This design comes from an exercise in tuning for small area, a short achievable clock period and few clock cycles on the open sky130 flow, not from production work. Function was checked by simulation only, so behaviour that the tests miss may differ from the original. Power figures rest on the tool's default switching activity, not on a simulated workload.

==> build 14 <==
==> flow/design.v <==
module b62_core (
    input  wire         clk,
    input  wire         rst,       
    input  wire         start,     
    input  wire         dec,       
    input  wire [1:0]   sel,       
    input  wire [5:0]   len,       
    input  wire [343:0] din,
    output reg          ready,
    output reg          done,
    output reg  [1:0]   err,       
    output reg  [5:0]   err_idx,   
    output reg  [5:0]   out_len,
    output wire [343:0] dout
);
    localparam NB = 2;             
    localparam ERR_NONE  = 2'd0;
    localparam ERR_ALPHA = 2'd1;
    localparam ERR_FRAME = 2'd2;
    localparam ERR_OVF   = 2'd3;
    localparam I_IDLE = 0;
    localparam I_ENC  = 1;    
    localparam I_EMAP = 2;    
    localparam I_DMAP = 3;    
    localparam I_HALF = 4;    
    localparam I_CLR  = 5;    
    localparam I_ALGN = 6;    
    localparam [383:0] DIGITS_T = 384'h00000000000000000000000000000000000000000000002baa99e69638a17de75b6995d65534913ce34b2891c6143080;
    localparam [383:0] BYTES_T = 384'h00000000000000000000000000000081f78075c6c06996005d65405134804503c038d3002ca2402071801440c0081000;
    function [7:0] alpha;
        input [1:0] s;
        input [5:0] d;
        reg   [7:0] k;
        begin
            case (s)
                2'd1:    k = (d < 6'd26) ? 8'h41 : (d < 6'd52) ? 8'h47 : 8'hFC;
                2'd2:    k = (d < 6'd10) ? 8'h30 : (d < 6'd36) ? 8'h57 : 8'h1D;
                default: k = (d < 6'd10) ? 8'h30 : (d < 6'd36) ? 8'h37 : 8'h3D;
            endcase
            alpha = k + {2'b00, d};
        end
    endfunction
    function [6:0] sym;
        input [1:0] s;
        input [7:0] c;
        reg         isd, isu, isl;
        reg   [5:0] k;
        reg   [4:0] o;
        begin
            isd = (c[7:4] == 4'h3) && (c[3:0] <= 4'd9);
            isu = (c[7:5] == 3'b010) && (c[4:0] != 5'd0) && (c[4:0] <= 5'd26);
            isl = (c[7:5] == 3'b011) && (c[4:0] != 5'd0) && (c[4:0] <= 5'd26);
            o = isd ? {1'b0, c[3:0]} : c[4:0];
            case (s)
                2'd1:    k = isd ? 6'd52 : isu ? 6'd63 : 6'd25;
                2'd2:    k = isd ? 6'd0  : isu ? 6'd35 : 6'd9;
                default: k = isd ? 6'd0  : isu ? 6'd9  : 6'd35;
            endcase
            sym = (isd | isu | isl) ? {1'b1, k + {1'b0, o}} : 7'd0;
        end
    endfunction
    reg  [6:0]   st;
    reg          dec_r;
    reg  [1:0]   sel_r;
    reg  [5:0]   len_r;       
    reg  [7:0]   cnt;         
    reg  [6:0]   gap;         
    reg  [5:0]   nbyt_r;
    reg  [2:0]   hq;          
    reg  [351:0] r;
    reg  [257:0] dg;          
    reg          bad;         
    reg  [5:0]   bad_idx;
    reg          ovf;
    reg          skip;        
    reg          above;       
    reg          sel_nb;      
    reg          sel_shr;     
    assign dout = r[343:0];
    wire [5:0] ndig = DIGITS_T[6 * len_r +: 6];
    wire [5:0] nbyt = BYTES_T[6 * len_r +: 6];
    integer i, j;
    reg  [343:0] din_rev;
    always @* for (i = 0; i < 344; i = i + 1) din_rev[i] = din[343 - i];
    reg  [NB-1:0] ebits;      
    always @* for (j = 0; j < NB; j = j + 1) ebits[NB-1-j] = above ? 1'b0 : r[96 + j];
    reg  [257:0] dg_dbl;
    reg  [257:0] t;
    reg  [5:0]   d;
    reg          cy, c;
    always @* begin
        t = dg;
        for (j = 0; j < NB; j = j + 1) begin
            cy = ebits[NB-1-j];
            for (i = 0; i < 43; i = i + 1) begin
                d = t[6*i +: 6];
                c = d[5] | (&d[4:0]);
                t[6*i +: 6] = {d[4] ^ (&d[3:0] & c), d[3] ^ (&d[2:0] & c),
                               d[2] ^ (&d[1:0] & c), d[1] ^ (d[0] & c),
                               d[0] ^ c, cy};
                cy = c;
            end
        end
        dg_dbl = t;
    end
    reg  [257:0] dg_half;
    reg  [257:0] h, hn;
    reg  [4:0]   x;
    reg          l;
    reg  [NB-1:0] hbits;
    always @* begin
        h = dg;
        for (j = 0; j < NB; j = j + 1) begin
            hbits[j] = h[0];
            for (i = 0; i < 43; i = i + 1) begin
                x = h[6*i+1 +: 5];
                l = (i < 42) ? h[6*(i+1)] : 1'b0;
                hn[6*i +: 6] = {l & (|x),
                                x[4] ^ (l & ~x[3] & ~x[2] & ~x[1] & ~x[0]),
                                x[3] ^ (l & ~x[2] & ~x[1] & ~x[0]),
                                x[2] ^ (l & ~x[1] & ~x[0]),
                                x[1] ^ (l & ~x[0]),
                                x[0] ^ l};
            end
            h = hn;
        end
        dg_half = h;
    end
    reg  [31:0]  syms;
    reg  [23:0]  digs;
    reg  [3:0]   foreign;
    reg  [6:0]   sv;
    reg  [7:0]   ch;
    always @* begin
        for (j = 0; j < 4; j = j + 1) begin
            syms[8*j +: 8] = (!dec_r && !gap[6] && gap[5:0] > j) ? alpha(sel_r, dg[6*j +: 6]) : 8'd0;
            for (i = 0; i < 8; i = i + 1) ch[i] = r[8*j + 7 - i];
            sv = sym(sel_r, ch);
            if (gap[6] || gap[5:0] <= j) begin
                digs[23-6*j -: 6] = sv[5:0];
                foreign[j]        = !sv[6];
            end else begin
                digs[23-6*j -: 6] = 6'd0;
                foreign[j]        = 1'b0;
            end
        end
    end
    wire [5:0] first_bad = foreign[0] ? 6'd0 - gap[5:0] :
                           foreign[1] ? 6'd1 - gap[5:0] :
                           foreign[2] ? 6'd2 - gap[5:0] :
                                        6'd3 - gap[5:0];
    wire       alpha_err = bad | (|foreign);
    wire       hovf = ({1'b0, cnt[7:3]} >= nbyt_r) && (|hbits);
    wire       last_map = (cnt == 8'd10);
    wire       last_half = (cnt[7:5] == hq) && (cnt[4:0] == 5'd31 - (NB - 1));
    wire [351:0] r_nb = {{NB{1'b0}}, r[351:256 + NB],
                         dec_r ? hbits : r[255 + NB -: NB], r[255:NB]};
    wire [351:0] r_w32 = {syms, r[351:32]};
    reg  [6:0]   st_n;
    reg  [7:0]   cnt_n;
    reg  [6:0]   gap_n;
    reg          fin;         
    reg          skip_n, above_n;
    always @* begin
        st_n  = st;
        cnt_n = cnt;
        gap_n = gap;
        fin   = 1'b0;
        if (st[I_IDLE]) begin
            cnt_n = dec ? 8'd0 : 8'd255;
            gap_n = 7'd44 - {1'b0, len};
            if (start) st_n = dec ? 7'd1 << I_DMAP : 7'd1 << I_ENC;
        end
        if (st[I_ENC]) begin
            if (skip)
                cnt_n = cnt - 8'd32;
            else if (cnt == NB - 1) begin
                cnt_n = 8'd0;
                gap_n = {1'b0, ndig};
                st_n  = 7'd1 << I_EMAP;
            end else
                cnt_n = cnt - NB;
        end
        if (st[I_EMAP] | st[I_DMAP] | st[I_CLR]) begin
            cnt_n = cnt + 8'd1;
            gap_n = gap - 7'd4;
            if (last_map) begin
                if (st[I_DMAP] && !alpha_err && nbyt != 6'd0) begin
                    cnt_n = 8'd0;
                    st_n  = 7'd1 << I_HALF;
                end else begin
                    st_n = 7'd1 << I_IDLE;
                    fin  = 1'b1;
                end
            end
        end
        if (st[I_HALF]) begin
            cnt_n = cnt + NB;
            if (last_half) begin
                if (ovf || hovf || (|dg_half[5:0])) begin
                    cnt_n = 8'd0;
                    st_n  = 7'd1 << I_CLR;
                end else if (hq == 3'd7) begin
                    st_n = 7'd1 << I_IDLE;
                    fin  = 1'b1;
                end else
                    st_n = 7'd1 << I_ALGN;
            end
        end
        if (st[I_ALGN]) begin
            cnt_n = cnt + 8'd32;
            if (cnt[7:5] == 3'd7) begin
                st_n = 7'd1 << I_IDLE;
                fin  = 1'b1;
            end
        end
        if (rst) begin
            st_n = 7'd1 << I_IDLE;
            fin  = 1'b0;
        end
    end
    wire [4:0] cw_32 = cnt[7:3] - 5'd4;
    wire [4:0] cw_nb = (cnt - NB) >> 3;
    always @* begin
        if (st[I_IDLE]) begin
            skip_n  = len <= 6'd28;
            above_n = len <= 6'd31;
        end else if (skip) begin
            skip_n  = {1'b0, cw_32} >= len_r + 6'd3;
            above_n = {1'b0, cw_32} >= len_r;
        end else begin
            skip_n  = {1'b0, cw_nb} >= len_r + 6'd3;
            above_n = {1'b0, cw_nb} >= len_r;
        end
    end
    wire enc_end = !skip && cnt == NB - 1;
    wire sel_nb_n  = (st[I_IDLE] & !dec & !skip_n) | (st[I_ENC] & !enc_end & !skip_n) |
                     (st[I_DMAP] & last_map) | (st[I_HALF] & !last_half);
    wire sel_shr_n = ((st[I_ENC] & enc_end) | st[I_EMAP] | st[I_CLR] | st[I_ALGN] |
                      (st[I_HALF] & last_half)) & !rst;
    always @(posedge clk) begin
        st      <= st_n;
        cnt     <= cnt_n;
        gap     <= gap_n;
        skip    <= skip_n;
        above   <= above_n;
        sel_nb  <= sel_nb_n;
        sel_shr <= sel_shr_n;
        ready   <= st_n[I_IDLE];
        done    <= fin;
        r  <= st[I_IDLE] ? {din_rev, 8'd0} : sel_nb ? r_nb : r_w32;
        dg <= ({258{st[I_ENC]}}  & dg_dbl) |
              ({258{st[I_HALF]}} & dg_half) |
              ({258{st[I_DMAP]}} & {dg[233:0], digs}) |
              ({258{sel_shr}}    & {24'd0, dg[257:24]});
        if (st[I_IDLE]) begin
            dec_r <= dec;
            sel_r <= sel;
            len_r <= len;
        end
        bad <= st[I_DMAP] & alpha_err;
        if (st[I_DMAP] && |foreign && !bad)
            bad_idx <= first_bad;
        ovf <= st[I_HALF] & (ovf | hovf);
        nbyt_r <= nbyt;
        hq     <= (nbyt[4:0] + 5'd3 >> 2) - 3'd1;
        err     <= st[I_DMAP] ? (alpha_err ? ERR_ALPHA : ERR_FRAME) :
                   st[I_CLR]  ? ERR_OVF : ERR_NONE;
        err_idx <= (st[I_DMAP] && alpha_err) ? (bad ? bad_idx : first_bad) : 6'd0;
        out_len <= st[I_EMAP] ? ndig :
                   (st[I_HALF] | st[I_ALGN]) ? nbyt_r : 6'd0;
    end
endmodule
==> flow/flow/run.sh <==
#!/bin/bash
# The standard layout, with one change: the port buffers that global
# placement inserts on every input and output are sky130_fd_sc_hd__buf_2
# cells instead of the flow's default pick (clkdlybuf4s50_1, a delay cell).
# standard.sh's full output goes to standard.log in the work folder.
set -o pipefail
export BUFFER_PORTS_ARGS="-buffer_cell sky130_fd_sc_hd__buf_2"
bash standard.sh > standard.log 2>&1
==> flow/standard.sh <==
#!/bin/bash
# synth_recipe.tcl (not shown) runs the flow's synth.tcl, then flattens the netlist and writes it again
# the make line also repeats each setting of config.mk as NAME=value (left out here)
make -C /OpenROAD-flow-scripts/flow DESIGN_CONFIG=/design/flow/config.mk WORK_HOME=/design/flow/orfs CLKGATE_MAP_FILE= SYNTH_SCRIPT=/design/flow/synth_recipe.tcl "${@:-finish}"
==> flow/config.mk <==
export PLATFORM = sky130hd
export DESIGN_NAME = b62_core
export DESIGN_NICKNAME = b62_core
export VERILOG_FILES = /design/flow/design.v
export SDC_FILE = /design/flow/constraint.sdc
export NUM_CORES = 4
export LEC_CHECK = 0
export ABC_AREA = 1
export CAP_MARGIN = 20
export CORE_MARGIN = 2
export CORE_UTILIZATION = 55
export SETUP_SLACK_MARGIN = 2.5
export SLEW_MARGIN = 20
==> flow/constraint.sdc <==
create_clock -name core_clock -period 5.5 [get_ports {clk}]
set_input_delay 1.1000 -clock core_clock [delete_from_list [all_inputs] [get_ports {clk}]]
set_output_delay 1.1000 -clock core_clock [all_outputs]
set_load 0.01 [all_outputs]
==> inputs of trial 31, as changes to build 14 <==
--- a/flow/design.v
+++ b/flow/design.v
@@ -69,5 +69,5 @@
     reg  [2:0]   hq;          
     reg  [351:0] r;
-    reg  [257:0] dg;          
+    reg  [263:0] dg;          
     reg          bad;         
     reg  [5:0]   bad_idx;
@@ -85,6 +85,6 @@
     reg  [NB-1:0] ebits;      
     always @* for (j = 0; j < NB; j = j + 1) ebits[NB-1-j] = above ? 1'b0 : r[96 + j];
-    reg  [257:0] dg_dbl;
-    reg  [257:0] t;
+    reg  [263:0] dg_dbl;
+    reg  [263:0] t;
     reg  [5:0]   d;
     reg          cy, c;
@@ -101,9 +101,10 @@
                 cy = c;
             end
+            t[263:258] = 6'd0;
         end
         dg_dbl = t;
     end
-    reg  [257:0] dg_half;
-    reg  [257:0] h, hn;
+    reg  [263:0] dg_half;
+    reg  [263:0] h, hn;
     reg  [4:0]   x;
     reg          l;
@@ -113,7 +114,7 @@
         for (j = 0; j < NB; j = j + 1) begin
             hbits[j] = h[0];
-            for (i = 0; i < 43; i = i + 1) begin
+            for (i = 0; i < 44; i = i + 1) begin
                 x = h[6*i+1 +: 5];
-                l = (i < 42) ? h[6*(i+1)] : 1'b0;
+                l = (i < 43) ? h[6*(i+1)] : 1'b0;
                 hn[6*i +: 6] = {l & (|x),
                                 x[4] ^ (l & ~x[3] & ~x[2] & ~x[1] & ~x[0]),
@@ -250,8 +251,8 @@
         done    <= fin;
         r  <= st[I_IDLE] ? {din_rev, 8'd0} : sel_nb ? r_nb : r_w32;
-        dg <= ({258{st[I_ENC]}}  & dg_dbl) |
-              ({258{st[I_HALF]}} & dg_half) |
-              ({258{st[I_DMAP]}} & {dg[233:0], digs}) |
-              ({258{sel_shr}}    & {24'd0, dg[257:24]});
+        dg <= ({264{st[I_ENC]}}  & dg_dbl) |
+              ({264{st[I_HALF]}} & dg_half) |
+              ({264{st[I_DMAP]}} & {dg[239:0], digs}) |
+              ({264{sel_shr}}    & {24'd0, dg[263:24]});
         if (st[I_IDLE]) begin
             dec_r <= dec;
==> flow/run.sh (new file) <==
#!/bin/bash
# synth_recipe.tcl (not shown) runs the flow's synth.tcl, then flattens the netlist and writes it again
# the make line also repeats each setting of config.mk as NAME=value (left out here)
make -C /OpenROAD-flow-scripts/flow DESIGN_CONFIG=/design/flow/config.mk WORK_HOME=/design/flow/orfs CLKGATE_MAP_FILE= SYNTH_SCRIPT=/design/flow/synth_recipe.tcl finish
SETUP_SLACK_MARGIN = default   (was 2.5)
removed: flow/flow/run.sh
removed: flow/standard.sh
==> reports/metrics.yaml <==
status: "finished clean"
met1_length_um: 82000
fillers: 8448
nClkBuffers: 110
place_area_mm2: 0.0547
pwr-share-seq: 0.399
seq_cells: 683
area_delta_synth_final_pct: 16.2
buffer_area_frac: 0.129
path_delay_family: "compound AO/OA/AOI/OAI gates"
p_leak_nw: 27.3
synth_compound_area_frac: 0.161
vias_per_cell: 5.93
drive_gt1_frac: 0.0426
multiInputGateArea_mm2: 0.0288
the above is filed under trial 31

==> reports/metrics.yaml <==
seq_cells: 677
fillers: 8728
status: "finished clean"
area_delta_synth_final_pct: 9.24
synth_compound_area_frac: 0.165
vias_per_cell: 5.96
nClkBuffers: 121
pwr-share-seq: 0.418
drive_gt1_frac: 0.150
the above is filed under build 14

Testbench counts of build 14, summed over its fixed seeds: cycles 404,470.
Testbench counts of trial 31, summed over its fixed seeds: cycles 404,470.

==> what the ideal ports hide <==
The flow's constraints put no driver on any port. The routed layouts listed below were extracted and timed again, unchanged, in two steps. Step 1 sets driving cells, clkbuf_16 on the clock port and buf_2 on the other inputs (assumed; they add their load-dependent delay and slew). Step 2 also shifts input and output timing later by t, the mid clock arrival at the registers, as if the neighbouring blocks saw the same clock. Three values: ideal ports, drivers, drivers and shift; two values: the first two.
run | t, ns | setup slack, ns | worst register clock-pin slew, ns
build 14 | 0.726 | 2.582 / 2.582 / 2.582 | 0.07 / 0.07
trial 31 | 0.750 | 1.751 / 1.751 / 1.751 | 0.07 / 0.07
After both steps every run listed still meets setup and hold.
